This design comes from an exercise in tuning for small area, a short achievable clock period and few clock cycles per item on the open sky130 flow, not from production work. Only simulation tests tie the RTL to the original design; equivalence was not proved. No activity file was given, so power comes from the tool's default toggle rates.

==> maple: inputs <==
// bbfau_exec
module bbfau_exec (
    input  wire         clk,
    input  wire         rst,         
    input  wire         in_valid,
    output wire         in_ready,
    input  wire [7:0]   in_op,
    input  wire [127:0] in_a,        
    input  wire [127:0] in_b,
    input  wire [63:0]  in_e,        
    output reg          out_valid,
    output wire [127:0] out_res,
    output reg  [1:0]   out_code     
);
    localparam [31:0] P      = 32'd2013265921;
    localparam [31:0] ONE_M  = 32'd268435454;     
    localparam [31:0] R2     = 32'd1172168163;    
    localparam [31:0] C11    = 32'd939524073;     
    localparam [30:0] INV_E  = 31'h77FFFFFF;      
    localparam [1:0] CODE_OK = 2'd0, CODE_ILLEGAL = 2'd1, CODE_NOINV = 2'd2;
    function [3:0] mod15_37(input [36:0] v);
        reg [7:0] s;
        reg [4:0] u;
        begin
            s = v[3:0] + v[7:4] + v[11:8] + v[15:12] + v[19:16]
              + v[23:20] + v[27:24] + v[31:28] + v[35:32] + v[36];
            u = s[3:0] + s[7:4];                        
            u = (u >= 5'd15) ? (u - 5'd15) : u;         
            mod15_37 = (u[3:0] == 4'd15) ? 4'd0 : u[3:0];
        end
    endfunction
    reg [31:0] A [0:3];
    reg [31:0] B [0:3];
    reg [31:0] R [0:3];
    reg        rdy;
    reg        busy;
    reg        c_dir, c_m1, c_m2, c_ln, c_ln2, c_es, c_em, c_pw;
    reg        mont, f_sq, f_b0, f_enc, f_dec, f_inv;
    reg        a_add, a_neg, a_cmp, a_bc, a_padd, a_psub, a_sub;
    reg [1:0]  code_r;
    reg [4:0]  st;
    reg        pw_loop, pw_b, lastbit, rset, ezero;
  ...
export LEC_CHECK = 0
export CAP_MARGIN = 10
export CORE_MARGIN = 2
export CORE_UTILIZATION = 40
export CTS_BUF_LIST = sky130_fd_sc_hd__clkbuf_8
export SLEW_MARGIN = 10
create_clock -name core_clock -period 36.0 [get_ports {clk}]
standard.sh (not shown) runs the stock make flow with config.mk's settings and CLKGATE_MAP_FILE= SYNTH_SCRIPT=/design/flow/synth_recipe.tcl, a recipe that flattens the netlist after the stock synthesis.
==> flow/flow/run.sh <==
#!/bin/bash
set -euo pipefail
bash standard.sh SETUP_SLACK_MARGIN=27 \
    "BUFFER_PORTS_ARGS=-buffer_cell sky130_fd_sc_hd__buf_1" finish \
    > standard_flow.log 2>&1
==> juniper (differences from maple) <==
--- a/flow/design.v
+++ b/flow/design.v
@@ -1,32 +1,31 @@
 module bbfau_mpre (
     input  wire [31:0] la,
     input  wire [31:0] lb,
     output wire [31:0] m,
-    output wire [1:0]  mh
+    output wire        lc
 );
     wire [4:0]  lo5 = la[4:0] + lb[4:0];
     wire [4:0]  k5  = {lo5[0], 4'b0} - lo5;
-    wire [33:0] mn  = {2'b10, 32'b0} - {2'b0, la} - {2'b0, lb};
-    assign m  = {mn[31:27] + k5, mn[26:0]};
-    assign mh = mn[33:32];
+    wire [32:0] ls  = {1'b0, la} + {1'b0, lb};
+    assign m  = {k5, 27'b0} - la - lb;
+    assign lc = ls[32];
 endmodule
 module bbfau_redc (
     input  wire [31:0] m,
-    input  wire [1:0]  mh,
+    input  wire        lc,
     input  wire [31:0] hs,
     input  wire [31:0] hc,
     input  wire [31:0] r,
     output wire [31:0] z
 );
     localparam [39:0] NP1 = 40'd0 - {3'b0, 32'd2013265921, 5'b0};
     localparam [39:0] NP2 = 40'd0 - {2'b0, 32'd2013265921, 6'b0};
     wire        nz = |m;
-    wire        lc = !mh[1] && (!mh[0] || !nz);
     wire [39:0] o1 = {4'b0, m, 4'b0};
     wire [39:0] o2 = ~{8'b0, m};                   
     wire [39:0] o3 = {35'b0, m[31:27]};
     wire [39:0] o4 = {3'b0, hs, 5'b0};
     wire [39:0] o5 = {3'b0, hc, 5'b0};
     wire [39:0] o6 = {3'b0, r, 5'b0};
     wire [39:0] s1 = o1 ^ o2 ^ o3;
     wire [39:0] c1_m = (o1 & o2) | (o1 & o3) | (o2 & o3);
@@ -5517,17 +5516,17 @@
     reg [3:0]  u_xa, u_xr, u_yb, u_ya, u_yr;
     reg        u_xc11, u_xone, u_xr2;
     reg        u_yr2, u_yonem, u_yone;
     reg        s2_v, s2_acc, s2_scal, s2_fin, s2_alu, s2_bc;
     reg [1:0]  s2_code;
     reg [31:0] alu_r;
     reg [1:0]  s2_dl;
     reg [31:0] t_m, t_hs, t_hc;
-    reg [1:0]  t_mh;
+    reg        t_lc;
     assign out_res  = {R[3], R[2], R[1], R[0]};
     assign in_ready = rdy;
     wire accept = in_valid && rdy;
     wire [63:0] e_raw = {B[1], B[0]};
     wire [30:0] e_red = f_inv ? INV_E :
                         (A[0] == 32'd0) ? {30'd0, |e_raw} :
                         {mod15_37(e_raw[63:27]), e_raw[26:0]};
     reg        n_busy, n_pw_loop, n_pw_b, n_lastbit, n_rset, n_ezero;
@@ -5686,22 +5685,22 @@
                (u_yonem ? ONE_M : 32'd0) | (u_yone ? 32'd1 : 32'd0);
         for (k = 0; k < 4; k = k + 1) begin
             mm_x = mm_x | (u_xa[k] ? A[k] : 32'd0) | (u_xr[k] ? R[k] : 32'd0);
             mm_y = mm_y | (u_yb[k] ? B[k] : 32'd0) | (u_ya[k] ? A[k] : 32'd0) |
                           (u_yr[k] ? R[k] : 32'd0);
         end
     end
     wire [31:0] m_la, m_lb, m_hs, m_hc, m_m;
-    wire [1:0]  m_mh;
+    wire        m_lc;
     bbfau_mul32cs u_mul (.x(mm_x), .y(mm_y), .la(m_la), .lb(m_lb), .hs(m_hs), .hc(m_hc));
-    bbfau_mpre    u_pre (.la(m_la), .lb(m_lb), .m(m_m), .mh(m_mh));
+    bbfau_mpre    u_pre (.la(m_la), .lb(m_lb), .m(m_m), .lc(m_lc));
     wire [31:0] racc = s2_acc ? R[s2_dl] : 32'd0;
     wire [31:0] z;
-    bbfau_redc u_redc (.m(t_m), .mh(t_mh), .hs(t_hs), .hc(t_hc), .r(racc), .z(z));
+    bbfau_redc u_redc (.m(t_m), .lc(t_lc), .hs(t_hs), .hc(t_hc), .r(racc), .z(z));
     wire [1:0]  ln   = st[1:0];
     wire [31:0] sx0  = a_neg ? 32'd0 : A[ln];
     wire [31:0] sy0  = a_neg ? A[0]  : B[ln];
     wire        asub = a_sub | a_neg | a_psub | a_cmp;
     wire [32:0] au   = {1'b0, sx0} + {1'b0, asub ? ~sy0 : sy0} + {32'd0, asub};
     wire [32:0] aw   = {1'b0, au[31:0]} + {1'b0, asub ? P : (32'd0 - P)};
     wire [31:0] l0   = asub ? (au[32] ? au[31:0] : aw[31:0])
                             : (aw[32] ? aw[31:0] : au[31:0]);
@@ -5717,17 +5716,17 @@
                 B[1] <= in_b[63:32];
             end
             B[2] <= in_b[95:64];
             B[3] <= in_b[127:96];
         end
         t_m     <= m_m;
         t_hs    <= m_hs;
         t_hc    <= m_hc;
-        t_mh    <= m_mh;
+        t_lc    <= m_lc;
         s2_dl   <= u_dl;
         s2_acc  <= u_acc;
         s2_scal <= u_scal;
         s2_fin  <= u_fin;
         alu_r   <= a_bc ? A[0] : a_cmp ? cmpv : l0;
         s2_alu  <= u_dir;
         s2_bc   <= a_bc;
         s2_code <= u_dir ? code_r : CODE_OK;
Settings changed: CAP_MARGIN 10 to 20, CORE_UTILIZATION 40 to 35, CTS_BUF_LIST sky130_fd_sc_hd__clkbuf_8 to default, SLEW_MARGIN 10 to 20.
==> yarrow (differences from maple) <==
Settings changed: CAP_MARGIN 10 to 20, CTS_BUF_LIST sky130_fd_sc_hd__clkbuf_8 to default, SLEW_MARGIN 10 to 20.
==> tundra (differences from maple) <==
==> flow/flow/run.sh (replaced) <==
#!/bin/bash
set -euo pipefail
bash standard.sh SETUP_SLACK_MARGIN=28 \
    "BUFFER_PORTS_ARGS=-buffer_cell sky130_fd_sc_hd__buf_1" finish \
    > standard_flow.log 2>&1
Settings changed: CAP_MARGIN 10 to 20, CTS_BUF_LIST sky130_fd_sc_hd__clkbuf_8 to default, SLEW_MARGIN 10 to 20.
==> summary of the runs <==
- In juniper the final cell count is higher than in tundra, by about 1.6%.
- Clock power: tundra is larger than juniper (3.9%).
- The lowest hold slack belongs to tundra, the highest to juniper.
- Via count: tundra > juniper > maple > yarrow.
- The lowest fmax belongs to maple, the highest to tundra.
- Synthesized cell count is the same in maple and yarrow.
- First-iteration DRC count: juniper < maple < yarrow < tundra.
==> figures <==
                                                                                juniper                     yarrow                      maple                 tundra
Outcome                                                no timing/DRC/antenna violations  no timing/DRC/antenna violations  no timing/DRC/antenna violations  no timing/DRC/antenna violations
Total combinational power                                                       5.36 mW                    7.22 mW                    7.16 mW                7.32 mW
NetSw                                                                           4.05 mW                    5.38 mW                    5.32 mW                5.29 mW
Hold EP                                                                     out_code[1]                out_code[1]                out_code[1]                 s2_acc
Simple-gate share of the synthesized area                                         13.1%                      12.8%                      12.8%                  12.8%
Met1 track demand over resource                                                   38.6%                      47.5%                      47.6%                  47.2%
Adder and majority gate portion of the synthesized area                           34.2%                      34.4%                      34.4%                  34.4%
Relative contribution of combinational cells to total power                       73.6%                      78.7%                      79.2%                  79.0%
Layout-to-synthesis area ratio                                                   1.115x                     1.139x                     1.135x                 1.191x
Pre-CTS worst setup slack                                                      26.42 ns                   26.05 ns                   26.07 ns               26.54 ns
Leakage power total                                                             32.3 nW                    32.8 nW                    32.9 nW                34.7 nW
Final nets                                                                         9457                       9492                       9531                   9712
RSZ-0062 raised after global routing                                              false                       true                       true                   true
Hold path startpoint                                                         s2_code[1]                 s2_code[1]                 s2_code[1]                  u_acc
Standard cell with the maximum stage delay on the critical path  sky130_fd_sc_hd__buf_1  sky130_fd_sc_hd__edfxtp_1  sky130_fd_sc_hd__edfxtp_1  sky130_fd_sc_hd__fa_1
Met2 Resource Use GR                                                              49.7%                      56.2%                      55.9%                  56.2%
Testbench counts of maple, summed over its fixed seeds: cycles 42,161, commands 4,800.
Testbench counts of juniper, summed over its fixed seeds: cycles 42,161, commands 4,800.
Testbench counts of yarrow, summed over its fixed seeds: cycles 42,161, commands 4,800.
Testbench counts of tundra, summed over its fixed seeds: cycles 42,161, commands 4,800.

-- what the ideal ports hide --
Ports are ideal in the flow. The routed layouts listed here were re-timed in OpenROAD.
Step 1 sets driving cells, clkbuf_16 on the clock port and buf_2 on the other inputs (assumed; they add their load-dependent delay and slew).
Step 2 moves the port delays by t, midway between the first and last clock arrival at a register: inputs arrive t later, outputs are due t later. That takes back most of the time a late clock gives input paths.
a / b / c = no drivers / after step 1 / after step 2; a / b = the first two.
| run | t (ns) | slack for setup (ns) | hold WS [ns] | cell pins on the clock port's net |
|---|---|---|---|---|
| maple | 0.978 | 26.986 / 26.890 / 26.332 | 0.335 / 0.335 / 0.335 | 1 |
| juniper | 0.805 | 27.037 / 26.943 / 26.527 | 0.336 / 0.336 / 0.336 | 1 |
| yarrow | 0.792 | 26.991 / 26.894 / 26.286 | 0.333 / 0.333 / 0.333 | 1 |
| tundra | 0.844 | 27.092 / 27.092 / 26.910 | 0.329 / 0.329 / 0.329 | 1 |
After both steps setup and hold are still met in every run listed. The setup slack of yarrow, which loses most, moves by -0.097 ns with the drivers and by -0.705 ns with both steps.
